What follows belongs to an exercise in optimizing a design on an open flow for small area, a short achievable clock period and few clock cycles per item; a production flow would make more cautious choices.
At most, simulation tests tie the RTL to the original design; equivalence was not proved.
The RTL of runs 3 to 5 was laid out without a check of its function.
Power is estimated from default activity; no workload was simulated.

==> design/flow/design.v <==
module apt_frame_parser (
    input  wire        clk,
    input  wire        rst,
    input  wire        in_valid,
    input  wire [7:0]  in_data,
    output wire        in_ready,
    output wire        out_valid,
    input  wire        out_ready,
    output reg  [1:0]  out_kind,
    output wire [1:0]  out_err,
    output reg  [15:0] out_msgid,
    output reg  [6:0]  out_dest,
    output reg  [7:0]  out_source,
    output reg         out_long,
    output reg  [7:0]  out_param1,
    output reg  [7:0]  out_param2,
    output reg  [63:0] out_f0,
    output reg  [31:0] out_f1,
    output reg  [31:0] out_f2,
    output wire [31:0] out_f3,
    output wire [12:0] out_status
);
    reg         oval;        
    reg         inpay;       
    reg         far;         
    reg         kn;          
    reg  [15:0] q;           
    reg         err_enum;    
    reg  [12:0] st;          
    reg  [2:0]  f3h;         
    reg  [7:0]  nx0;
    reg         rdy;
    assign in_ready   = rdy;
    assign out_valid  = oval;
    assign out_err    = {err_enum, !err_enum};
    assign out_status = st;
    assign out_f3     = {16'd0, f3h, st};
    wire        take = in_valid && in_ready;
    wire [7:0]  d    = in_data;
    wire [15:0] len  = {out_param2, out_param1};
    wire        hdr5 = !inpay && q[2:0] == 3'd5;
    wire        last = hdr5 ? (!out_long || len == 16'd0) : (inpay && q == len);
    function h(input integer k);
        h = take && !inpay && q[2:0] == k;
    endfunction
    function p(input integer k);
        p = take && inpay && !far && q[3:0] == k - 5;
    endfunction
    wire        c1  = kn && out_msgid[3:0] == 4'h1;
    wire        c2  = kn && out_msgid[3:0] == 4'h2;
    wire        c3  = kn && out_msgid[3:0] == 4'h3;
    wire        c4  = kn && out_msgid[3:0] == 4'h4;
    wire        c5  = kn && out_msgid[3:0] == 4'h5;
    wire        c6  = kn && out_msgid[3:0] == 4'h6;
    wire        c7  = kn && out_msgid[3:0] == 4'h7;
    wire        c8  = kn && out_msgid[3:0] == 4'h8;
    wire        known = kn;
    wire        kn_d = d == 8'h10 && nx0[7:4] == 4'h0 &&
                       nx0[3:0] != 4'h0 && nx0[3:0] <= 4'h8;
    wire        l4   = len[15:2] == 14'd0;
    wire        l6   = len[15:3] == 13'd0 && len[2:1] != 2'b11;
    wire        l8   = len[15:3] == 13'd0;
    wire        l14  = len[15:4] == 12'd0 && len[3:1] != 3'b111;
    wire        lshort = c2 ? l6 : c4 ? l4 : c8 ? l8 : l14;
    wire        too_short = (c2 | c3 | c4 | c6 | c7 | c8) && (!out_long || lshort);
    wire        bad_enum  = c1 && out_param2 != 8'd1 && out_param2 != 8'd2;
    wire [18:0] adc = {3'd0, d, out_f1[7:0]} + {1'b0, d, out_f1[7:0], 2'b00};
    wire [7:0]  dz = d & {8{inpay}};
    wire        at0 = !inpay && q[2:0] == 3'd0;
    always @(posedge clk) begin
        if (rst)
            rdy <= 1'b1;
        else
            rdy <= (take && last) || !oval || out_ready || (at0 && !take);
    end
    always @(posedge clk) begin
        if (rst) begin
            oval  <= 1'b0;
            inpay <= 1'b0;
            far   <= 1'b0;
            q     <= 16'd0;
        end else begin
            if (out_ready)
                oval <= 1'b0;
            if (take) begin
                if (last) begin
                    oval  <= 1'b1;
                    inpay <= 1'b0;
                    far   <= 1'b0;
                    q     <= 16'd0;
                end else if (hdr5) begin
                    inpay <= 1'b1;
                    q     <= 16'd1;
                end else begin
                    q     <= q + 16'd1;
                    if (inpay && q[3:0] == 4'd14)
                        far <= 1'b1;
                end
            end
        end
    end
    wire c2378 = c2 | c3 | c7 | c8;
    wire c237  = c2 | c3 | c7;
    wire c37   = c3 | c7;
    wire n15   = !(c1 | c5);
    always @(posedge clk) begin
        if (h(0)) nx0 <= d;
        if (h(1)) begin
            out_msgid       <= {d, nx0};
            kn              <= kn_d;
        end
        if (h(2)) out_param1      <= d;
        if (h(3)) out_param2      <= d;
        if (h(4)) begin
            out_long <= d[7];
            out_dest <= d[6:0];
        end
        if (h(5)) begin
            out_source <= d;
            out_kind   <= !known ? 2'd1 : (too_short || bad_enum) ? 2'd2 : 2'd0;
            err_enum   <= !too_short;
        end
        if (h(2))
            out_f0[7:0] <= {d[7:4] & {4{!c5}}, d[3:0]};
        else if (p(6) && n15)
            out_f0[7:0] <= d;
        else if (p(7) && c4)
            out_f0[7:0] <= adc[7:0];
        if (p(7) && c4)
            out_f0[15:8] <= adc[15:8];
        else if (h(2) || (p(7) && n15))
            out_f0[15:8] <= dz;
        if (p(7) && c4)
            out_f0[23:16] <= {5'd0, adc[18:16]};
        else if (h(2) || (p(8) && c6))
            out_f0[23:16] <= dz;
        if (h(2) || (p(9) && c6))  out_f0[31:24] <= dz;
        if (h(2) || (p(10) && c6)) out_f0[39:32] <= dz;
        if (h(2) || (p(11) && c6)) out_f0[47:40] <= dz;
        if (h(2) || (p(12) && c6)) out_f0[55:48] <= dz;
        if (h(2) || (p(13) && c6)) out_f0[63:56] <= dz;
        if (h(3))
            out_f1[7:0] <= {7'd0, d == 8'd1};
        else if (p(9) && c4)
            out_f1[7:0] <= adc[7:0];
        else if ((p(6) && c4) || (p(8) && n15) || (p(14) && c6))
            out_f1[7:0] <= d;
        if (p(9) && c4)
            out_f1[15:8] <= adc[15:8];
        else if (h(3) || (p(9) && c2378) || (p(15) && c6))
            out_f1[15:8] <= dz;
        if (p(9) && c4)
            out_f1[23:16] <= {5'd0, adc[18:16]};
        else if (p(15) && c6)
            out_f1[23:16] <= {8{d[7]}};
        else if (h(3) || (p(10) && c237))
            out_f1[23:16] <= dz;
        if (p(15) && c6)
            out_f1[31:24] <= {8{d[7]}};
        else if (h(3) || (p(11) && c237))
            out_f1[31:24] <= dz;
        if ((p(10) && c8) || (p(12) && c37) || (p(16) && c6))
            out_f2[7:0] <= d;
        if ((p(11) && c8) || (p(13) && c37) || (p(17) && c6))
            out_f2[15:8] <= d;
        if (h(4) || (p(14) && c3) || (p(18) && c6))
            out_f2[23:16] <= dz;
        if (h(4) || (p(15) && c3) || (p(19) && c6))
            out_f2[31:24] <= dz;
        if (p(12) && c8)
            st[7:0] <= d;
        if (p(13) && c8)
            {f3h, st[12:8]} <= d;
        if (p(16) && c37)
            st[5:0] <= {d[7:4], d[1:0]};
        if (p(17) && c37)
            st[10:6] <= {d[6:4], d[2:1]};
        if (p(19) && c37)
            st[12:11] <= {d[7], d[0]};
    end
endmodule
==> design/flow/flow/run.sh <==
#!/bin/bash
# The standard layout (the standard.sh), with port buffers of
# sky130_fd_sc_hd__buf_1 instead of the buffer buffer_ports picks by itself.
set -uo pipefail
bash standard.sh "BUFFER_PORTS_ARGS=-buffer_cell sky130_fd_sc_hd__buf_1" finish > standard.log 2>&1
==> design/flow/standard.sh <==
#!/bin/bash
# synth_recipe.tcl (not shown) runs the flow's synth.tcl, then flattens the netlist and writes it again
# the make line also repeats each setting of config.mk as NAME=value (left out here)
make -C /OpenROAD-flow-scripts/flow DESIGN_CONFIG=/design/flow/config.mk WORK_HOME=/design/flow/orfs CLKGATE_MAP_FILE= SYNTH_SCRIPT=/design/flow/synth_recipe.tcl "${@:-finish}"
==> design/flow/config.mk <==
export PLATFORM = sky130hd
export DESIGN_NAME = apt_frame_parser
export DESIGN_NICKNAME = apt_frame_parser
export VERILOG_FILES = /design/flow/design.v
export SDC_FILE = /design/flow/constraint.sdc
export NUM_CORES = 4
export LEC_CHECK = 0
export ABC_CLOCK_PERIOD_IN_PS = 2000
export CAP_MARGIN = 20
export CORE_MARGIN = 2
export CORE_UTILIZATION = 40
export CTS_CLUSTER_DIAMETER = 80
export CTS_CLUSTER_SIZE = 24
export PLACE_DENSITY = 0.6
export SETUP_SLACK_MARGIN = 2.2
export SLEW_MARGIN = 20
==> design/flow/constraint.sdc <==
create_clock -name core_clock -period 4.5 [get_ports {clk}]
set_input_delay 0.9000 -clock core_clock [delete_from_list [all_inputs] [get_ports {clk}]]
set_output_delay 0.9000 -clock core_clock [all_outputs]
set_load 0.01 [all_outputs]
==> qor.csv, run 1 <==
stage,metric,value,unit
status,status,finished clean,
timing,finalSetupViolCount,0,
cts,cts_tree,built,
power,clock_power_share,0.351,
timing,slew-limit-headroom,0.339,
setup_path,cp_slowest_cell,edfxtp_1,
final_layout,area_growth_syn_to_layout,22.4,%
die,die_h,159,um
detailed_routing,avgViaCountPerCell,5.23,
setup_path,r2r-start,out_f1[0],
die,pin_count,239,
power,power.share.switching,0.226,
global_route,grt_max_degree,26,
yosys,synth-edff-count,187,
power,p_seq_frac,0.588,
final_layout,fill_cells,2102,
run,drv_cap,0,
yosys,yosysSeqAreaShare,0.664,
power,internal-power,0.00302,W
power,p_total,0.00390,W
detailed_routing,drc,0,
global_route,antenna_found_initial,0,
yosys,yosysUniqueCellTypes,61,
power,combPwrFrac,0.061,
timing,finClkSkew,0.0278,ns
die,row_count,56,
yosys,synth_area,0.00957,mm^2
min_path,hp-start,nx0[7],
detailed_routing,first_pass_iters,5,
cts,clock_sinks,224,
timing,post-route-period-util,0.554,
die,die-width,159,um
setup_path,reg2regPathDepth,9,
cts,insertion_delay,0.49,ns
detailed_routing,drtAntennaViolNets,0,
cts,cts-root-buf,clkbuf_16,
final_layout,seqCellArea,0.00636,mm^2
final_layout,antennaDiodeCount,0,
setup_path,crit_top_cell,a41oi_2,
die,core_area,0.0235,mm^2
final_layout,drive_above_1_share,0.144,
yosys,ys_warn_count,1,
global_route,grt_pass1_wl,38500,um
setup_path,cp_cell_sequence,ha_4 -> fa_2 -> a211oi_2 -> nor2_2 -> a41oi_2 -> o21ai_2 -> a41oi_2 -> xor2_1 -> o21ai_0,
setup_path,r2r_slack,2.01,ns
placement,hpwl,18300,um
timing,max_freq,401,MHz
cts,htreeDepth,1,
detailed_routing,drtIter0Drc,481,
final_layout,final_common_cell,buf_1,
global_route,grt_usage,0.204,
timing,fin_crit,2.49,ns
setup_path,worstPathMaxFanout,3,
detailed_routing,dr_total_vias,6898,
yosys,synthArstFlopShare,0,
global_route,grt_pass1_vias,6327,
final_layout,fin_util,0.499,
setup_path,critPathArrivalTime,2.73,ns
cts,clk_pin_slew,0.10,ns
cts,holdBufCountCts,0,
die,start_util,0.408,
power,p_switching,0.000881,W
yosys,avgSynthCellArea,12.7,um^2
detailed_routing,drt_wl_total,26300,um
setup_path,cpPeakStageDelay,0.47,ns
die,dieArea,0.0252,mm^2
setup_path,required,4.73,ns
yosys,ys_ff_latch,224,
min_path,hold_end,out_msgid[7],
final_layout,multi_input_area,0.00319,mm^2
power,powerDensity,333,mW/mm^2
setup_path,crit_type,flop to flop,
timing,finalWorstSetupSlack,2.01,ns
timing,fin_tns_setup,0,ns
cts,cts_buffers,14,
placement,post-place-ws,1.30,ns
power,power_leakage,3.98,nW
yosys,synth_ff_type,edfxtp_1,
cts,cts_buffer_depth,3,
timing,worstMarginPinSlew,0.987,ns
min_path,hp-class,flop to flop,
setup_path,crit_path_start_kind,flop,
timing,rsz0062_at_grt,true,
setup_path,crit_path_end_kind,flop,
timing,slew_viol_final,0,
yosys,synth_cells,754,
power,ir_worst_vdd,0.000214,V
min_path,holdPathStages,0,
detailed_routing,detail_route.wl_per_cell,19.9,um
setup_path,worstReg2RegEnd,out_f0[16],
placement,gp_congestion,0.929,
placement,portBuffers,222,
timing,final_hold_viol_count,0,
timing,hold_slack,0.447,ns
final_layout,fin_nets,1025,
global_route,grt_overflow,0,
final_layout,final_cell_mix,"220 x buf_1, 187 x edfxtp_1, 79 x nand2_1",
## synth_stat cells, types with 4 or more instances
cell type / instances / area [um^2]
a21o_1: 5 / 37.5
a21oi_1: 28 / 140
a22oi_1: 4 / 30.0
a31oi_1: 4 / 25.0
and2_1: 6 / 37.5
and3_1: 12 / 75.1
buf_2: 9 / 45.0
buf_4: 30 / 225
clkbuf_1: 16 / 60.1
dfxtp_1: 37 / 741
edfxtp_1: 187 / 5620
ha_1: 19 / 238
inv_1: 21 / 78.8
mux2_2: 11 / 124
mux2i_1: 12 / 120
nand2_1: 84 / 315
nand2b_1: 9 / 56.3
nand3_1: 23 / 115
nor2_1: 44 / 165
nor3_1: 19 / 95.1
nor4_1: 6 / 37.5
o211ai_1: 4 / 30.0
o21a_1: 4 / 30.0
o21ai_0: 67 / 335
o31ai_1: 6 / 45.0
xnor2_1: 12 / 105
xor2_1: 24 / 210
## registers in the layout, summed over array words and instances (netlist names), 2 cells and up
register	count
out_f2	32
q	16
nx0	8
out_f0	64
f3h	3
out_f1	32
out_param2	8
out_source	8
out_dest	7
out_param1	8
out_kind	2
st	13
out_msgid	16
## per-layer routing
metal | share of wire | global-route usage | routed length (um)
met5 | 0 | 0 | 0
met4 | 0.022 | 0.0519 | 574
met3 | 0.082 | 0.0392 | 2150
met2 | 0.46 | 0.329 | 12100
met1 | 0.43 | 0.284 | 11400
## power by group through the flow
stage / clock network (W) / logic [W] / registers [W]
2_1_floorplan: 0 / 0.000124 / 0.00235
3_3_place_gp: 0 / 0.000212 / 0.00234
3_5_place_dp: 0 / 0.000214 / 0.00234
4_1_cts: 0.00140 / 0.000222 / 0.00229
5_1_grt: 0.00147 / 0.000260 / 0.00230
6_report: 0.00137 / 0.000238 / 0.00229
## cells by family (layout without fill, tap and decap cells)
family | after synthesis | in the layout | synth area share
xor gates and xnor gates | 36 | 36 | 0.0330
other | 1 | 16 | 0.000392
DFF | 224 | 224 | 0.664
muxes | 23 | 23 | 0.0255
buffers and inverters | 78 | 310 | 0.0436
adders and majority gates | 20 | 20 | 0.0269
and+or+nand+nor | 229 | 229 | 0.116
AOI/OAI and AO/OA | 143 | 143 | 0.0904
## worst max path at each step
| stage | from | to | slack (ns) | cells past startpoint |
|---|---|---|---|---|
| 6_report | out_f1[0] | out_f0[16] | 2.01 | 9 |
| 5_1_grt | out_f1[0] | out_f0[16] | 1.90 | 9 |
| 4_1_cts | out_f1[0] | out_f0[16] | 2.01 | 9 |
| 3_5_place_dp | in_valid | out_f1[30] | 1.30 | 7 |
| 3_3_place_gp | in_valid | out_f1[24] | 1.40 | 7 |
| 2_1_floorplan | in_valid | out_f0[10] | 2.00 | 4 |
## layout make-up
class,instances,area share
inverters,23,0.00780
multi-input cells,467,0.272
flip-flops and latches,224,0.544
clock inverters,3,0.00406
clock buffers,21,0.0357
well taps,319,0.0341
repair buffers,263,0.103
## timing repair
item	in CTS	in global routing
resized for setup	30	39
cloned	0	0
endpoints found under the setup margin	137	156
pin swaps	10	16
buffers inserted	10	19
## worst max-delay path, delay by kind of cell, from the launching register on
kind | cells | cell delay, ns
adder cells (fa/ha/maj) | 2 | 0.57
XOR/XNOR | 1 | 0.24
flip-flops | 1 | 0.47
AND/OR/NAND/NOR | 1 | 0.07
AO/OA/AOI/OAI | 5 | 0.88
## through the flow
step / cell area [um^2] / cells
6_report: 11700 / 1320
3_3_place_gp: 10700 / 1267
2_1_floorplan: 9740 / 769
3_5_place_dp: 10700 / 1267
5_1_grt: 11700 / 1320
4_1_cts: 11400 / 1301
Testbench counts, summed over its fixed seeds: cycles 48,895, items 3,200.
==> run 2: changes to the inputs <==
--- a/design/flow/config.mk
+++ b/design/flow/config.mk
@@ -11,6 +11,6 @@
 export CORE_UTILIZATION = 40
 export CTS_CLUSTER_DIAMETER = 80
 export CTS_CLUSTER_SIZE = 24
-export PLACE_DENSITY = 0.6
+export PLACE_DENSITY = 0.72
 export SETUP_SLACK_MARGIN = 2.2
 export SLEW_MARGIN = 20
==> qor.csv, run 2 <==
stage,metric,value,unit
status,status,finished clean,
global_route,grt_usage,0.199,
timing,final_hold_viol_count,0,
final_layout,fill_cells,2081,
min_path,hp-class,flop to flop,
detailed_routing,first_pass_iters,5,
global_route,grt_pass1_wl,37400,um
power,powerDensity,327,mW/mm^2
yosys,synthArstFlopShare,0,
placement,dp.cells,1267,
yosys,synth_cells,754,
yosys,yosysSeqAreaShare,0.664,
detailed_routing,avgViaCountPerCell,5.25,
power,ir_worst_vdd,0.000201,V
yosys,ys_top_cells_by_count,"187 x edfxtp_1, 84 x nand2_1, 67 x o21ai_0",
min_path,hp-start,nx0[6],
setup_path,required,4.71,ns
final_layout,largest_reg_flops,64,
final_layout,area_growth_syn_to_layout,22.2,%
yosys,yosysUniqueCellTypes,61,
yosys,ys_ff_latch,224,
die,core_area,0.0235,mm^2
detailed_routing,detail_route.wl_per_cell,19.9,um
timing,finalSetupViolCount,0,
power,power_leakage,3.95,nW
cts,clock_sinks,224,
global_route,grt_max_degree,26,
run,drv_cap,0,
final_layout,drive_above_1_share,0.139,
yosys,synth.area.top_cells,"edfxtp_1 59%, dfxtp_1 7.7%, o21ai_0 3.5%",
die,pin_count,239,
setup_path,crit_path_start_kind,flop,
timing,max_freq,403,MHz
final_layout,fin_cells,1316,
final_layout,fin_nets,1023,
setup_path,r2r-start,out_f1[0],
placement,portBuffers,222,
cts,cts_tree,built,
yosys,synth_ff_type,edfxtp_1,
setup_path,crit_type,flop to flop,
placement,gp_congestion,0.899,
setup_path,endpoint,out_f1[16],
placement,hpwl,18000,um
die,die-width,159,um
detailed_routing,drc,0,
yosys,yosysMostFrequentCell,edfxtp_1,
yosys,ys_warn_count,1,
final_layout,final_common_cell,buf_1,
final_layout,final_cell_mix,"220 x buf_1, 187 x edfxtp_1, 80 x nand2_1",
timing,finClkSkew,0.0115,ns
detailed_routing,dr_total_vias,6907,
die,start_util,0.408,
cts,insertion_delay,0.47,ns
cts,htreeDepth,1,
setup_path,worstPathMaxFanout,3,
timing,fin_crit,2.48,ns
power,p_total,0.00383,W
global_route,grt_pass1_vias,6273,
global_route,grt_overflow,0,
timing,slew_viol_final,0,
setup_path,crit_path_end_kind,flop,
cts,holdBufCountCts,0,
yosys,synth_area,0.00957,mm^2
setup_path,critPathArrivalTime,2.69,ns
timing,post-route-period-util,0.552,
die,row_count,56,
timing,fin_tns_setup,0,ns
die,dieArea,0.0252,mm^2
timing,worstMarginPinSlew,1.06,ns
detailed_routing,drtIter0Drc,628,
setup_path,reg2regPathDepth,9,
yosys,synth-edff-count,187,
detailed_routing,drtAntennaViolNets,0,
final_layout,antennaDiodeCount,0,
cts,cts_buffers,13,
timing,slew-limit-headroom,0.295,
yosys,synth_top_cell_area_share,0.587,
yosys,avgSynthCellArea,12.7,um^2
cts,clk_pin_slew,0.09,ns
final_layout,top_regs,"out_f0 x64, out_f1 x32, out_f2 x32",
setup_path,cp-startpoint,out_f1[0],
global_route,antenna_found_initial,0,
yosys,synth_top_area_cell,edfxtp_1,
die,die_h,159,um
setup_path,worstReg2RegEnd,out_f1[16],
setup_path,r2r_slack,2.02,ns
cts,cts_buffer_depth,3,
cts,cts-root-buf,clkbuf_16,
timing,rsz0062_at_grt,true,
timing,hold_slack,0.466,ns
detailed_routing,drt_wl_total,26200,um
final_layout,top_register,out_f0,
-- run 2: through the flow --
stage | instance area (um^2) | setup WS (ns) | util
final | 11700 | 2.02 | 0.498
after global routing | 11700 | 1.90 | 0.498
after CTS | 11300 | 2.07 | 0.483
after detailed placement | 10700 | 1.35 | 0.457
after global placement | 10700 | 1.42 | 0.457
after floorplan | 9740 | 2.00 | -
-- run 2: worst max-delay path: stages (launching register included) --
cell	delay [ns]
edfxtp_1	0.46
ha_4	0.20
fa_2	0.37
a211oi_2	0.22
nor2_2	0.07
a41oi_2	0.23
o21ai_2	0.13
a41oi_2	0.22
xor2_1	0.22
a21oi_1	0.09
-- run 2: metal layers --
metal	GRT usage	part of all wire	vias to the layer above
li1	-	-	3188
met1	0.263	0.42	3330
met2	0.334	0.48	333
met3	0.0302	0.068	56
met4	0.0738	0.032	0
met5	0	0	-
-- run 2: cell type report --
cell class              count  area [um^2]  area share
multi-input cells         467         3230       0.276
inverters                  23         91.3     0.00781
flip-flops and latches    224         6360       0.544
clock inverters             4         72.6     0.00621
well taps                 319          399      0.0341
clock buffers              17          340      0.0291
repair buffers            262         1190       0.102
-- run 2: power by group --
| part | switching, W | internal (W) | leakage [nW] | total [W] |
|---|---|---|---|---|
| Combinational | 0.000162 | 0.0000829 | 1.83 | 0.000245 |
| Sequential | 0.0000204 | 0.00227 | 1.92 | 0.00229 |
| Clock | 0.000634 | 0.000656 | 0.197 | 0.00129 |
-- run 2: kinds of logic after synthesis --
kind of cell	after synthesis	synth area share
AOI/OAI and AO/OA	143	0.0904
buffers and inverters	78	0.0436
xor gates and xnor gates	36	0.0330
and+or+nand+nor	229	0.116
muxes	23	0.0255
other	1	0.000392
DFF	224	0.664
adders and majority gates	20	0.0269
-- run 2: timing repair --
item	CTS	global route
setup endpoints to repair	137	145
buffers inserted	10	18
gates resized for setup	36	43
pin swaps	12	13
-- run 2: worst min-delay path by stage --
stage,to,slack [ns],cells after the start
after floorplan,out_msgid[5],0.43,0
after global placement,out_msgid[4],0.43,0
after detailed placement,out_msgid[2],0.45,0
after CTS,out_msgid[4],0.47,0
after global routing,out_msgid[6],0.47,0
final,out_msgid[6],0.47,0
==> run 3: changes to the inputs <==
--- a/design/flow/design.v
+++ b/design/flow/design.v
@@ -28,9 +28,7 @@
     reg         err_enum;    
     reg  [12:0] st;          
     reg  [2:0]  f3h;         
-    reg  [7:0]  nx0;
-    reg         rdy;
-    assign in_ready   = rdy;
+    assign in_ready   = !oval || out_ready;
     assign out_valid  = oval;
     assign out_err    = {err_enum, !err_enum};
     assign out_status = st;
@@ -55,8 +53,8 @@
     wire        c7  = kn && out_msgid[3:0] == 4'h7;
     wire        c8  = kn && out_msgid[3:0] == 4'h8;
     wire        known = kn;
-    wire        kn_d = d == 8'h10 && nx0[7:4] == 4'h0 &&
-                       nx0[3:0] != 4'h0 && nx0[3:0] <= 4'h8;
+    wire        kn_d = d == 8'h10 && out_msgid[7:4] == 4'h0 &&
+                       out_msgid[3:0] != 4'h0 && out_msgid[3:0] <= 4'h8;
     wire        l4   = len[15:2] == 14'd0;
     wire        l6   = len[15:3] == 13'd0 && len[2:1] != 2'b11;
     wire        l8   = len[15:3] == 13'd0;
@@ -66,13 +64,6 @@
     wire        bad_enum  = c1 && out_param2 != 8'd1 && out_param2 != 8'd2;
     wire [18:0] adc = {3'd0, d, out_f1[7:0]} + {1'b0, d, out_f1[7:0], 2'b00};
     wire [7:0]  dz = d & {8{inpay}};
-    wire        at0 = !inpay && q[2:0] == 3'd0;
-    always @(posedge clk) begin
-        if (rst)
-            rdy <= 1'b1;
-        else
-            rdy <= (take && last) || !oval || out_ready || (at0 && !take);
-    end
     always @(posedge clk) begin
         if (rst) begin
             oval  <= 1'b0;
@@ -104,9 +95,9 @@
     wire c37   = c3 | c7;
     wire n15   = !(c1 | c5);
     always @(posedge clk) begin
-        if (h(0)) nx0 <= d;
+        if (h(0)) out_msgid[7:0]  <= d;
         if (h(1)) begin
-            out_msgid       <= {d, nx0};
+            out_msgid[15:8] <= d;
             kn              <= kn_d;
         end
         if (h(2)) out_param1      <= d;
==> design/flow/flow/run.sh (replaced) <==
#!/bin/bash
# The standard layout (the standard.sh) with two changes: port buffers of
# sky130_fd_sc_hd__buf_1, and no full/half-adder cell extraction in synthesis
# (ADDER_MAP_FILE empty), so abc maps the adders for speed.
set -uo pipefail
bash standard.sh "BUFFER_PORTS_ARGS=-buffer_cell sky130_fd_sc_hd__buf_1" "ADDER_MAP_FILE=" finish > standard.log 2>&1
--- a/design/flow/config.mk
+++ b/design/flow/config.mk
@@ -11,6 +11,6 @@
 export CORE_UTILIZATION = 40
 export CTS_CLUSTER_DIAMETER = 80
 export CTS_CLUSTER_SIZE = 24
-export PLACE_DENSITY = 0.72
+export PLACE_DENSITY = 0.6
 export SETUP_SLACK_MARGIN = 2.2
 export SLEW_MARGIN = 20
==> qor.csv, run 3 <==
stage,metric,value,unit
detailed_routing,drtAntennaViolNets,0,
timing,finalSetupViolCount,0,
run,drv_cap,0,
yosys,yosysUniqueCellTypes,84,
yosys,synth_xor_area_frac,0.0455,
power,p_seq_frac,0.570,
setup_path,crit_path_start_kind,flop,
timing,max_freq,436,MHz
final_layout,final_cell_mix,"214 x buf_1, 179 x edfxtp_1, 61 x buf_4",
placement,dpl_cell_area,0.0111,mm^2
power,ir_worst_vdd,0.000363,V
timing,finClkSkew,0.0266,ns
cts,cts_buffer_depth,3,
status,status,finished clean,
yosys,synth_top_family_by_area,simple AND/OR/NAND/NOR gates,
cts,clk_pin_slew,0.10,ns
yosys,synth-compound-area-share,0.114,
yosys,yosys.area_share.simple,0.145,
detailed_routing,detail_route.wl_per_cell,20.4,um
cts,htreeDepth,1,
final_layout,drive_above_1_share,0.203,
cts,cts_tree,built,
setup_path,critPathArrivalTime,2.49,ns
die,start_util,0.408,
final_layout,top_register,out_f0,
yosys,yosysMostFrequentCell,edfxtp_1,
final_layout,antennaDiodeCount,0,
yosys,synth_area,0.00995,mm^2
yosys,yosysSeqAreaShare,0.613,
yosys,synth.mux.area_fraction,0.0210,
final_layout,fin_cells,1411,
power,clock_power_share,0.355,
placement,dp.cells,1322,
die,core_area,0.0244,mm^2
timing,slew_viol_final,0,
power,internal-power,0.00295,W
setup_path,required,4.70,ns
timing,finalWorstSetupSlack,2.21,ns
setup_path,r2r-start,out_msgid[0],
global_route,antenna_found_initial,0,
global_route,grt_pass1_vias,6823,
yosys,synth_cells,830,
global_route,grt_pass1_wl,41500,um
yosys,synth.area.top_cells,"edfxtp_1 54%, dfxtp_1 7.2%, o21ai_0 3.3%",
min_path,hp-start,out_f0[19],
power,power_leakage,4.39,nW
detailed_routing,drtIter0Drc,684,
power,powerDensity,306,mW/mm^2
yosys,synth-edff-count,179,
yosys,ys_warn_count,1,
setup_path,crit_type,flop to flop,
timing,fin_tns_setup,0,ns
yosys,avgSynthCellArea,12.0,um^2
min_path,holdPathStages,2,
timing,slew-limit-headroom,0.586,
timing,worstMarginPinSlew,0.619,ns
placement,post-place-ws,1.22,ns
power,power.share.switching,0.232,
global_route,grt_overflow,0,
cts,cts_buffers,14,
timing,final_hold_viol_count,0,
placement,hpwl,19700,um
die,die_h,162,um
yosys,synth_top_cell_area_share,0.540,
final_layout,largest_reg_flops,64,
setup_path,crit_path_end_kind,flop,
yosys,ys_top_cells_by_count,"179 x edfxtp_1, 66 x o21ai_0, 63 x nor2_1",
global_route,grt_max_degree,36,
detailed_routing,drt_wl_total,28700,um
setup_path,worstReg2RegEnd,out_f0[3],
final_layout,final_common_cell,buf_1,
timing,fin_crit,2.29,ns
min_path,hp-class,flop to flop,
setup_path,worstPathMaxFanout,8,
yosys,synthAdderAreaFrac,0.00113,
cts,clock_sinks,215,
detailed_routing,avgViaCountPerCell,5.34,
yosys,synth_ff_type,edfxtp_1,
die,dieArea,0.0262,mm^2
setup_path,reg2regPathDepth,4,
detailed_routing,dr_total_vias,7539,
setup_path,r2r_slack,2.21,ns
final_layout,fin_nets,1091,
final_layout,top_regs,"out_f0 x64, out_f1 x32, out_f2 x32",
final_layout,area_growth_syn_to_layout,26.0,%
yosys,ys_ff_latch,215,
power,combPwrFrac,0.075,
cts,cts-root-buf,clkbuf_16,
cts,holdBufCountCts,0,
timing,post-route-period-util,0.509,
power,p_switching,0.000891,W
die,pin_count,239,
detailed_routing,drc,0,
placement,gp_congestion,0.883,
die,row_count,57,
detailed_routing,first_pass_iters,5,
cts,insertion_delay,0.49,ns
yosys,synth_top_area_cell,edfxtp_1,
timing,rsz0062_at_grt,true,
placement,portBuffers,222,
die,die-width,162,um
min_path,hold_end,out_f0[19],
final_layout,final_area,0.0125,mm^2
yosys,synthArstFlopShare,0,
global_route,grt_usage,0.207,
run 3: cell count changes after synthesis, moves of 8 or more:
| cell | previous run | this run |
|---|---|---|
| nand2_1 | 84 | 61 |
| buf_2 | 9 | 28 |
| ha_1 | 19 | 0 |
| nor2_1 | 44 | 63 |
| xnor2_1 | 12 | 31 |
| o21ai_1 | 0 | 11 |
| edfxtp_1 | 187 | 179 |
run 3: worst max-delay path, stage by stage (launching register included):
cell	delay (ns)
edfxtp_1	0.51
buf_6	0.18
or3_4	0.43
or4_4	0.57
or2b_4	0.29
run 3: power groups by stage:
stage	Clock, W	Sequential (W)	Combinational, W
5_1_grt	0.00146	0.00219	0.000312
3_5_place_dp	0	0.00224	0.000223
3_3_place_gp	0	0.00224	0.000221
6_report	0.00136	0.00219	0.000289
2_1_floorplan	0	0.00223	0.000167
4_1_cts	0.00139	0.00219	0.000245
run 3: layout make-up:
class	instances	area, um^2
clock inverters	4	56.3
clock buffers	20	415
multi-input cells	525	3830
inverters	24	90.1
well taps	324	405
flip-flops and latches	215	6130
fillers	2169	11900
repair buffers	299	1610
run 3: repair_timing:
item / CTS / global route
gates cloned: 1 / 4
buffers inserted: 23 / 37
gates resized for setup: 38 / 69
endpoints found under the setup margin: 189 / 142
pin swaps: 6 / 26
run 3: worst max path at each step:
stage                        startpoint         end  slack (ns)  depth (start not counted)
after CTS                    in_data[3]  out_f0[14]        2.16                          9
final                      out_msgid[0]   out_f0[3]        2.21                          4
after global placement       in_data[5]  out_f0[14]        1.26                          8
after floorplan               out_ready  out_f0[11]        1.93                          9
after global routing      out_param1[4]       inpay        2.09                          8
after detailed placement     in_data[5]  out_f0[14]        1.22                          8
run 3: cell families (layout without fill, tap and decap cells):
group / Yosys count / after routing
and+or+nand+nor: 262 / 263
DFF: 215 / 215
AOI/OAI and AO/OA: 174 / 175
buffers and inverters: 107 / 347
xor gates and xnor gates: 50 / 50
muxes: 20 / 20
adders and majority gates: 1 / 1
other: 1 / 16
run 3: metal layers:
layer  GRT usage  wire length, um
met5           0                0
met4      0.0551              664
met3      0.0478             2410
met2       0.325            13100
met1       0.293            12600
run 3: stage by stage:
step | hold slack (ns) | power, W | util
floorplan | 0.482 | 0.00240 | -
global placement | 0.477 | 0.00246 | 0.454
detailed placement | 0.485 | 0.00246 | 0.454
CTS | 0.508 | 0.00382 | 0.486
global route | 0.539 | 0.00397 | 0.514
finish | 0.505 | 0.00384 | 0.514
==> run 4: changes to the inputs <==
--- a/design/flow/design.v
+++ b/design/flow/design.v
@@ -14,7 +14,7 @@
     output reg         out_long,
     output reg  [7:0]  out_param1,
     output reg  [7:0]  out_param2,
-    output reg  [63:0] out_f0,
+    output wire [63:0] out_f0,
     output reg  [31:0] out_f1,
     output reg  [31:0] out_f2,
     output wire [31:0] out_f3,
@@ -24,15 +24,20 @@
     reg         inpay;       
     reg         far;         
     reg         kn;          
+    reg         is6;         
+    reg  [47:0] f0r;         
     reg  [15:0] q;           
     reg         err_enum;    
     reg  [12:0] st;          
     reg  [2:0]  f3h;         
-    assign in_ready   = !oval || out_ready;
+    reg  [7:0]  nx0;
+    reg         rdy;
+    assign in_ready   = rdy;
     assign out_valid  = oval;
     assign out_err    = {err_enum, !err_enum};
     assign out_status = st;
     assign out_f3     = {16'd0, f3h, st};
+    assign out_f0     = {{f3h, st} & {16{is6}}, f0r};
     wire        take = in_valid && in_ready;
     wire [7:0]  d    = in_data;
     wire [15:0] len  = {out_param2, out_param1};
@@ -53,8 +58,8 @@
     wire        c7  = kn && out_msgid[3:0] == 4'h7;
     wire        c8  = kn && out_msgid[3:0] == 4'h8;
     wire        known = kn;
-    wire        kn_d = d == 8'h10 && out_msgid[7:4] == 4'h0 &&
-                       out_msgid[3:0] != 4'h0 && out_msgid[3:0] <= 4'h8;
+    wire        kn_d = d == 8'h10 && nx0[7:4] == 4'h0 &&
+                       nx0[3:0] != 4'h0 && nx0[3:0] <= 4'h8;
     wire        l4   = len[15:2] == 14'd0;
     wire        l6   = len[15:3] == 13'd0 && len[2:1] != 2'b11;
     wire        l8   = len[15:3] == 13'd0;
@@ -64,6 +69,13 @@
     wire        bad_enum  = c1 && out_param2 != 8'd1 && out_param2 != 8'd2;
     wire [18:0] adc = {3'd0, d, out_f1[7:0]} + {1'b0, d, out_f1[7:0], 2'b00};
     wire [7:0]  dz = d & {8{inpay}};
+    wire        at0 = !inpay && q[2:0] == 3'd0;
+    always @(posedge clk) begin
+        if (rst)
+            rdy <= 1'b1;
+        else
+            rdy <= (take && last) || !oval || out_ready || (at0 && !take);
+    end
     always @(posedge clk) begin
         if (rst) begin
             oval  <= 1'b0;
@@ -95,10 +107,11 @@
     wire c37   = c3 | c7;
     wire n15   = !(c1 | c5);
     always @(posedge clk) begin
-        if (h(0)) out_msgid[7:0]  <= d;
+        if (h(0)) nx0 <= d;
         if (h(1)) begin
-            out_msgid[15:8] <= d;
+            out_msgid       <= {d, nx0};
             kn              <= kn_d;
+            is6             <= kn_d && nx0[3:0] == 4'h6;
         end
         if (h(2)) out_param1      <= d;
         if (h(3)) out_param2      <= d;
@@ -112,24 +125,22 @@
             err_enum   <= !too_short;
         end
         if (h(2))
-            out_f0[7:0] <= {d[7:4] & {4{!c5}}, d[3:0]};
+            f0r[7:0] <= {d[7:4] & {4{!c5}}, d[3:0]};
         else if (p(6) && n15)
-            out_f0[7:0] <= d;
+            f0r[7:0] <= d;
         else if (p(7) && c4)
-            out_f0[7:0] <= adc[7:0];
+            f0r[7:0] <= adc[7:0];
         if (p(7) && c4)
-            out_f0[15:8] <= adc[15:8];
+            f0r[15:8] <= adc[15:8];
         else if (h(2) || (p(7) && n15))
-            out_f0[15:8] <= dz;
+            f0r[15:8] <= dz;
         if (p(7) && c4)
-            out_f0[23:16] <= {5'd0, adc[18:16]};
+            f0r[23:16] <= {5'd0, adc[18:16]};
         else if (h(2) || (p(8) && c6))
-            out_f0[23:16] <= dz;
-        if (h(2) || (p(9) && c6))  out_f0[31:24] <= dz;
-        if (h(2) || (p(10) && c6)) out_f0[39:32] <= dz;
-        if (h(2) || (p(11) && c6)) out_f0[47:40] <= dz;
-        if (h(2) || (p(12) && c6)) out_f0[55:48] <= dz;
-        if (h(2) || (p(13) && c6)) out_f0[63:56] <= dz;
+            f0r[23:16] <= dz;
+        if (h(2) || (p(9) && c6))  f0r[31:24] <= dz;
+        if (h(2) || (p(10) && c6)) f0r[39:32] <= dz;
+        if (h(2) || (p(11) && c6)) f0r[47:40] <= dz;
         if (h(3))
             out_f1[7:0] <= {7'd0, d == 8'd1};
         else if (p(9) && c4)
@@ -158,9 +169,9 @@
             out_f2[23:16] <= dz;
         if (h(4) || (p(15) && c3) || (p(19) && c6))
             out_f2[31:24] <= dz;
-        if (p(12) && c8)
+        if (p(12) && (c6 || c8))
             st[7:0] <= d;
-        if (p(13) && c8)
+        if (p(13) && (c6 || c8))
             {f3h, st[12:8]} <= d;
         if (p(16) && c37)
             st[5:0] <= {d[7:4], d[1:0]};
--- a/design/flow/config.mk
+++ b/design/flow/config.mk
@@ -11,6 +11,6 @@
 export CORE_UTILIZATION = 40
 export CTS_CLUSTER_DIAMETER = 80
 export CTS_CLUSTER_SIZE = 24
-export PLACE_DENSITY = 0.6
+export PLACE_DENSITY = 0.68
 export SETUP_SLACK_MARGIN = 2.2
 export SLEW_MARGIN = 20
==> qor.csv, run 4 <==
stage,metric,value,unit
status,status,finished clean,
power,power_leakage,4.32,nW
yosys,ys_top_cells_by_count,"172 x edfxtp_1, 71 x o21ai_0, 69 x nand2_1",
detailed_routing,first_pass_iters,5,
timing,fin_tns_setup,0,ns
die,die-width,162,um
min_path,hp-class,flop to flop,
setup_path,crit_path_start_kind,input port,
power,powerDensity,300,mW/mm^2
power,p_switching,0.000875,W
final_layout,top_register,f0r,
setup_path,cp.depth,9,
yosys,ys_ff_latch,209,
die,pin_count,239,
detailed_routing,detail_route.wl_per_cell,19.9,um
run,drv_cap,0,
yosys,synth_cells,882,
yosys,synth_top_area_cell,edfxtp_1,
timing,finClkSkew,0.0356,ns
timing,worstMarginPinSlew,0.940,ns
cts,clock_sinks,209,
setup_path,crit_type,input port to flop,
cts,htreeDepth,1,
global_route,grt_max_degree,32,
power,clock_power_share,0.356,
final_layout,largest_reg_flops,48,
cts,cts-root-buf,clkbuf_16,
setup_path,cp_cell_sequence,buf_8 -> buf_12 -> or3b_4 -> a22oi_2 -> nand3b_1 -> nand2_2 -> mux2_4 -> o21ai_2 -> mux2_4,
final_layout,drive_above_1_share,0.195,
placement,dp.cells,1371,
die,die_h,162,um
placement,hpwl,19800,um
cts,cts_buffers,14,
yosys,synth_top_cell_area_share,0.520,
detailed_routing,drt_wl_total,28900,um
power,power.share.switching,0.235,
final_layout,final_cell_mix,"213 x buf_1, 172 x edfxtp_1, 64 x buf_4",
detailed_routing,drc,0,
timing,rsz0062_at_grt,true,
setup_path,cp_slowest_cell,or3b_4,
setup_path,r2r-start,out_f1[7],
timing,fin_crit,2.47,ns
detailed_routing,drtAntennaViolNets,0,
die,row_count,57,
detailed_routing,drtIter0Drc,836,
power,combPwrFrac,0.072,
min_path,holdPathStages,0,
yosys,avgSynthCellArea,11.3,um^2
yosys,ys_warn_count,1,
final_layout,fin_nets,1129,
yosys,synth_area,0.00993,mm^2
power,ir_worst_vdd,0.000301,V
final_layout,fin_util,0.509,
timing,max_freq,405,MHz
yosys,synth_ff_type,edfxtp_1,
min_path,hp-start,nx0[7],
min_path,hold_end,out_msgid[7],
timing,finalSetupViolCount,0,
setup_path,r2r_slack,2.10,ns
timing,hold_slack,0.454,ns
global_route,grt_usage,0.209,
detailed_routing,dr_total_vias,7856,
yosys,yosysSeqAreaShare,0.595,
global_route,grt_overflow,0,
setup_path,worstReg2RegEnd,out_f1[15],
setup_path,worstPathMaxFanout,6,
cts,insertion_delay,0.49,ns
die,dieArea,0.0261,mm^2
setup_path,critPathArrivalTime,2.72,ns
setup_path,reg2regPathDepth,7,
timing,slew-limit-headroom,0.373,
placement,portBuffers,222,
global_route,grt_pass1_vias,7022,
yosys,synth.area.top_cells,"edfxtp_1 52%, dfxtp_1 7.5%, o21ai_0 3.6%",
timing,final_hold_viol_count,0,
setup_path,crit_family,multiplexers,
setup_path,crit_path_end_kind,flop,
power,p_seq_frac,0.572,
yosys,synthArstFlopShare,0,
cts,cts_buffer_depth,3,
final_layout,fin_cells,1448,
detailed_routing,avgViaCountPerCell,5.43,
die,start_util,0.408,
final_layout,antennaDiodeCount,0,
cts,cts_tree,built,
yosys,synth-edff-count,172,
final_layout,top_regs,"f0r x48, out_f1 x32, out_f2 x32",
power,internal-power,0.00284,W
timing,post-route-period-util,0.549,
final_layout,area_growth_syn_to_layout,24.6,%
cts,holdBufCountCts,0,
setup_path,crit_top_cell,mux2_4,
setup_path,crit_buf_inv,2,
timing,slew_viol_final,0,
setup_path,required,4.75,ns
global_route,grt_pass1_wl,42100,um
yosys,yosysMostFrequentCell,edfxtp_1,
setup_path,cp-startpoint,in_data[1],
setup_path,cpPeakStageDelay,0.37,ns
yosys,yosysUniqueCellTypes,76,
final_layout,final_common_cell,buf_1,
placement,gp_congestion,0.899,
global_route,antenna_found_initial,0,
die,core_area,0.0243,mm^2
cts,clk_pin_slew,0.09,ns
==> run 4: logic make-up after synthesis <==
family / after synthesis / synth area share
AND/OR/NAND/NOR: 286 / 0.154
flip-flops: 209 / 0.595
AO/OA/AOI/OAI: 200 / 0.122
buffers and inverters: 115 / 0.0611
XOR/XNOR: 37 / 0.0326
multiplexers: 33 / 0.0348
adder cells (fa/ha/maj): 1 / 0.00113
other: 1 / 0.000378
==> run 4: worst register-to-register path: stages, from the launching register on <==
cell and delay, ns:
dfxtp_4 0.51, or3b_4 0.43, a22oi_2 0.20, nand3b_1 0.11
nand2_2 0.12, mux2_4 0.32, o21ai_2 0.15, mux2_4 0.31
==> run 4: per-stage QoR <==
step                      setup WS, ns  area (um^2)  power [W]
after floorplan                   1.70        10300    0.00232
after global placement            1.24        11100    0.00239
after detailed placement          1.22        11100    0.00239
after CTS                         1.97        12000    0.00372
after global routing              2.02        12400    0.00382
final                             2.03        12400    0.00372
==> run 4: per-layer routing <==
metal / global-route usage / up-vias / share of wire
li1: - / 3650 / -
met1: 0.289 / 3810 / 0.43
met2: 0.345 / 361 / 0.48
met3: 0.0331 / 35 / 0.075
met4: 0.0519 / 0 / 0.017
met5: 0 / - / 0
==> run 4: power groups by stage <==
stage                     Clock, W  Sequential (W)  Combinational (W)
after floorplan                  0         0.00217           0.000151
after global placement           0         0.00218           0.000212
after detailed placement         0         0.00218           0.000214
after CTS                  0.00135         0.00213           0.000242
after global routing       0.00140         0.00213           0.000288
final                      0.00132         0.00213           0.000269
==> run 4: timing repair <==
item	4_1_cts	5_1_grt
endpoints found under the hold margin	0	0
cloned	1	1
resized for setup	52	64
pin swaps	15	21
setup endpoints to repair	230	101
setup buffers	36	16
==> run 4: layout make-up <==
class,instances,area [um^2]
clock buffer,17,383
clock inverter,6,67.6
fill,2160,11900
inverter,25,93.8
multi-input combinational,574,4020
sequential,209,5940
tap,324,405
timing repair buffer,293,1480
==> run 4: worst max-delay path by stage <==
stage                      end  slack, ns
floorplan           out_f1[15]       1.70
global placement    out_f1[15]       1.24
detailed placement  out_f1[15]       1.22
CTS                 out_f1[15]       1.97
global route        out_f1[15]       2.02
finish              out_f1[15]       2.03
==> run 5: changes to the inputs <==
--- a/design/flow/config.mk
+++ b/design/flow/config.mk
@@ -11,6 +11,6 @@
 export CORE_UTILIZATION = 40
 export CTS_CLUSTER_DIAMETER = 80
 export CTS_CLUSTER_SIZE = 24
-export PLACE_DENSITY = 0.68
+export PLACE_DENSITY = 0.72
 export SETUP_SLACK_MARGIN = 2.2
 export SLEW_MARGIN = 20
==> qor.csv, run 5 <==
stage,metric,value,unit
setup_path,crit_path_end_kind,flop,
detailed_routing,highest_layer,met4,
die,die_h,162,um
timing,fin_crit,2.43,ns
yosys,synthArstFlopShare,0,
global_route,antenna_found_initial,0,
die,pin_count,239,
yosys,synth.area.top_cells,"edfxtp_1 52%, dfxtp_1 7.5%, o21ai_0 3.6%",
placement,hpwl,20200,um
yosys,avgSynthCellArea,11.3,um^2
placement,dpl_cell_area,0.0111,mm^2
final_layout,fin_nets,1133,
yosys,ys_top_cells_by_count,"172 x edfxtp_1, 71 x o21ai_0, 69 x nand2_1",
timing,finClkSkew,0.0302,ns
timing,final_hold_viol_count,0,
status,status,finished clean,
timing,post-route-period-util,0.541,
die,row_count,57,
power,ir_worst_vdd,0.000248,V
yosys,synth_top_cell_area_share,0.520,
setup_path,cp-startpoint,in_data[6],
timing,slew_viol_final,0,
final_layout,antennaDiodeCount,0,
cts,cts_tree,built,
cts,holdBufCountCts,0,
detailed_routing,met2_length,13300,um
cts,cts_buffers,13,
setup_path,worstPathMaxFanout,3,
timing,rsz0062_at_grt,true,
detailed_routing,wl_met3,2270,um
setup_path,crit_type,input port to flop,
die,die-width,162,um
detailed_routing,avgViaCountPerCell,5.46,
final_layout,final_cell_mix,"198 x buf_1, 172 x edfxtp_1, 61 x nand2_1, 61 x buf_4, 55 x o21ai_0",
detailed_routing,drt_wl_total,28900,um
timing,max_freq,411,MHz
final_layout,largest_reg_flops,48,
yosys,synth_area,0.00993,mm^2
power,power_leakage,4.39,nW
timing,finalSetupViolCount,0,
timing,worstMarginPinSlew,0.964,ns
setup_path,required,4.75,ns
setup_path,crit_path_start_kind,input port,
yosys,yosysUniqueCellTypes,76,
global_route,grt_overflow,0,
placement,portBuffers,222,
die,core_area,0.0243,mm^2
yosys,yosysSeqAreaShare,0.595,
cts,htreeDepth,1,
min_path,hp-class,flop to flop,
placement,gp_congestion,0.904,
cts,clk_pin_slew,0.09,ns
setup_path,critPathArrivalTime,2.68,ns
cts,cts_buffer_depth,3,
die,dieArea,0.0261,mm^2
final_layout,top_register,f0r,
power,powerDensity,288,mW/mm^2
final_layout,final_common_cell,buf_1,
yosys,synth_cells,882,
detailed_routing,wl_met1,12500,um
setup_path,reg2regPathDepth,7,
setup_path,worstReg2RegEnd,out_f1[15],
final_layout,top_regs,"f0r x48, out_f1 x32, out_f2 x32",
global_route,grt_pass1_wl,42300,um
final_layout,fin_cells,1450,
detailed_routing,dr_total_vias,7921,
detailed_routing,detail_route.wl_per_cell,19.9,um
yosys,yosysMostFrequentCell,edfxtp_1,
final_layout,fin_util,0.515,
yosys,ys_ff_latch,209,
final_layout,drive_above_1_share,0.215,
yosys,synth_ff_type,edfxtp_1,
yosys,synth_top_area_cell,edfxtp_1,
cts,clock_sinks,209,
setup_path,r2r_slack,2.10,ns
final_layout,final_area,0.0125,mm^2
detailed_routing,drtAntennaViolNets,0,
timing,slew-limit-headroom,0.355,
detailed_routing,drc,0,
detailed_routing,first_pass_iters,5,
final_layout,area_growth_syn_to_layout,26.1,%
power,p_total,0.00360,W
setup_path,r2r-start,out_f1[7],
die,start_util,0.408,
yosys,ys_warn_count,1,
yosys,synth-edff-count,172,
cts,insertion_delay,0.49,ns
timing,fin_tns_setup,0,ns
detailed_routing,drtIter0Drc,702,
global_route,grt_pass1_vias,7138,
global_route,grt_max_degree,26,
global_route,grt_usage,0.210,
placement,dp.cells,1371,
cts,cts-root-buf,clkbuf_16,
run,drv_cap,0,
setup_path,endpoint,out_f1[15],
run 5: cell counts after synthesis:
No cell type changed its count.
run 5: metal layers:
metal	GRT usage	vias to the layer above
met3	0.0324	52
met4	0.0519	0
met1	0.295	3813
li1	-	3651
met2	0.343	405
met5	0	-
run 5: report_power, final:
part / internal, W / switching [W] / leakage (nW)
sequential: 0.00210 / 0.0000187 / 1.81
combinational: 0.000109 / 0.000174 / 2.39
clock: 0.000568 / 0.000631 / 0.192
run 5: worst min-delay path by stage:
stage          slack, ns   start      endpoint  depth (start not counted)
5_1_grt             0.47  nx0[6]  out_msgid[6]                          0
3_3_place_gp        0.43  nx0[6]  out_msgid[6]                          0
2_1_floorplan       0.43  nx0[7]  out_msgid[7]                          0
6_report            0.46  nx0[6]  out_msgid[6]                          0
4_1_cts             0.45  nx0[6]  out_msgid[6]                          0
3_5_place_dp        0.44  nx0[6]  out_msgid[6]                          0
run 5: final cells by class:
class	count	area (um^2)
Fill cell	2115	11800
Tap cell	324	405
Clock inverter	4	45.0
Clock buffer	16	347
Timing Repair Buffer	298	1700
Inverter	25	105
Sequential cell	209	5940
Multi-Input combinational cell	574	4000
run 5: metrics by stage:
step	hold slack (ns)	worst slack, ns
2_1_floorplan	0.427	1.70
3_3_place_gp	0.433	1.25
3_5_place_dp	0.444	1.20
4_1_cts	0.454	1.94
5_1_grt	0.471	2.02
6_report	0.459	2.07
run 5: kinds of logic (layout without fill, tap and decap cells):
logic type / count (synthesis) / count (layout) / synth area share
AND/OR/NAND/NOR: 286 / 287 / 0.154
flip-flops: 209 / 209 / 0.595
AO/OA/AOI/OAI: 200 / 200 / 0.122
buffers and inverters: 115 / 343 / 0.0611
XOR/XNOR: 37 / 37 / 0.0326
multiplexers: 33 / 33 / 0.0348
adder cells (fa/ha/maj): 1 / 1 / 0.00113
other: 1 / 16 / 0.000378
run 5: timing repair:
item / in CTS / in global routing
resized for setup: 61 / 112
pin swaps: 8 / 18
buffers inserted: 35 / 21
endpoints found under the setup margin: 232 / 121
cloned: 1 / 2
run 5: worst max-delay path: stages:
cell	delay (ns)
buf_2	0.13
buf_6	0.12
or3b_4	0.37
a22oi_2	0.15
nand3b_1	0.11
nand2_2	0.12
mux2_4	0.32
o21ai_2	0.15
mux2_4	0.31

==> static timing again, ports no longer ideal <==
How much do the figures lean on ideal ports? The routed layouts below were timed once more, with nothing changed but the port constraints. Step 1 assumes that a clkbuf_16 drives the clock port and a buf_2 every other input. Step 2 times the ports against the registers' clock, not the clock port: input delays grow and output delays shrink by t, the midpoint of the rising clock arrivals with the driver on. Three values: ideal, step 1, step 2; two values: the first two.
run | t (ns) | setup slack, ns | slew at the worst register clock pin (ns) | worst slew at a driven data input, ns
run 1 | 0.526 | 2.007 / 2.007 / 1.602 | 0.10 / 0.10 | 0.07
run 2 | 0.518 | 2.018 / 2.018 / 1.589 | 0.10 / 0.10 | 0.05
run 3 | 0.529 | 2.208 / 2.172 / 1.698 | 0.10 / 0.10 | 0.07
run 4 | 0.519 | 2.031 / 2.036 / 1.517 | 0.10 / 0.10 | 0.07
run 5 | 0.523 | 2.066 / 2.075 / 1.552 | 0.10 / 0.10 | 0.06
After both steps setup and hold are still met in every run listed.
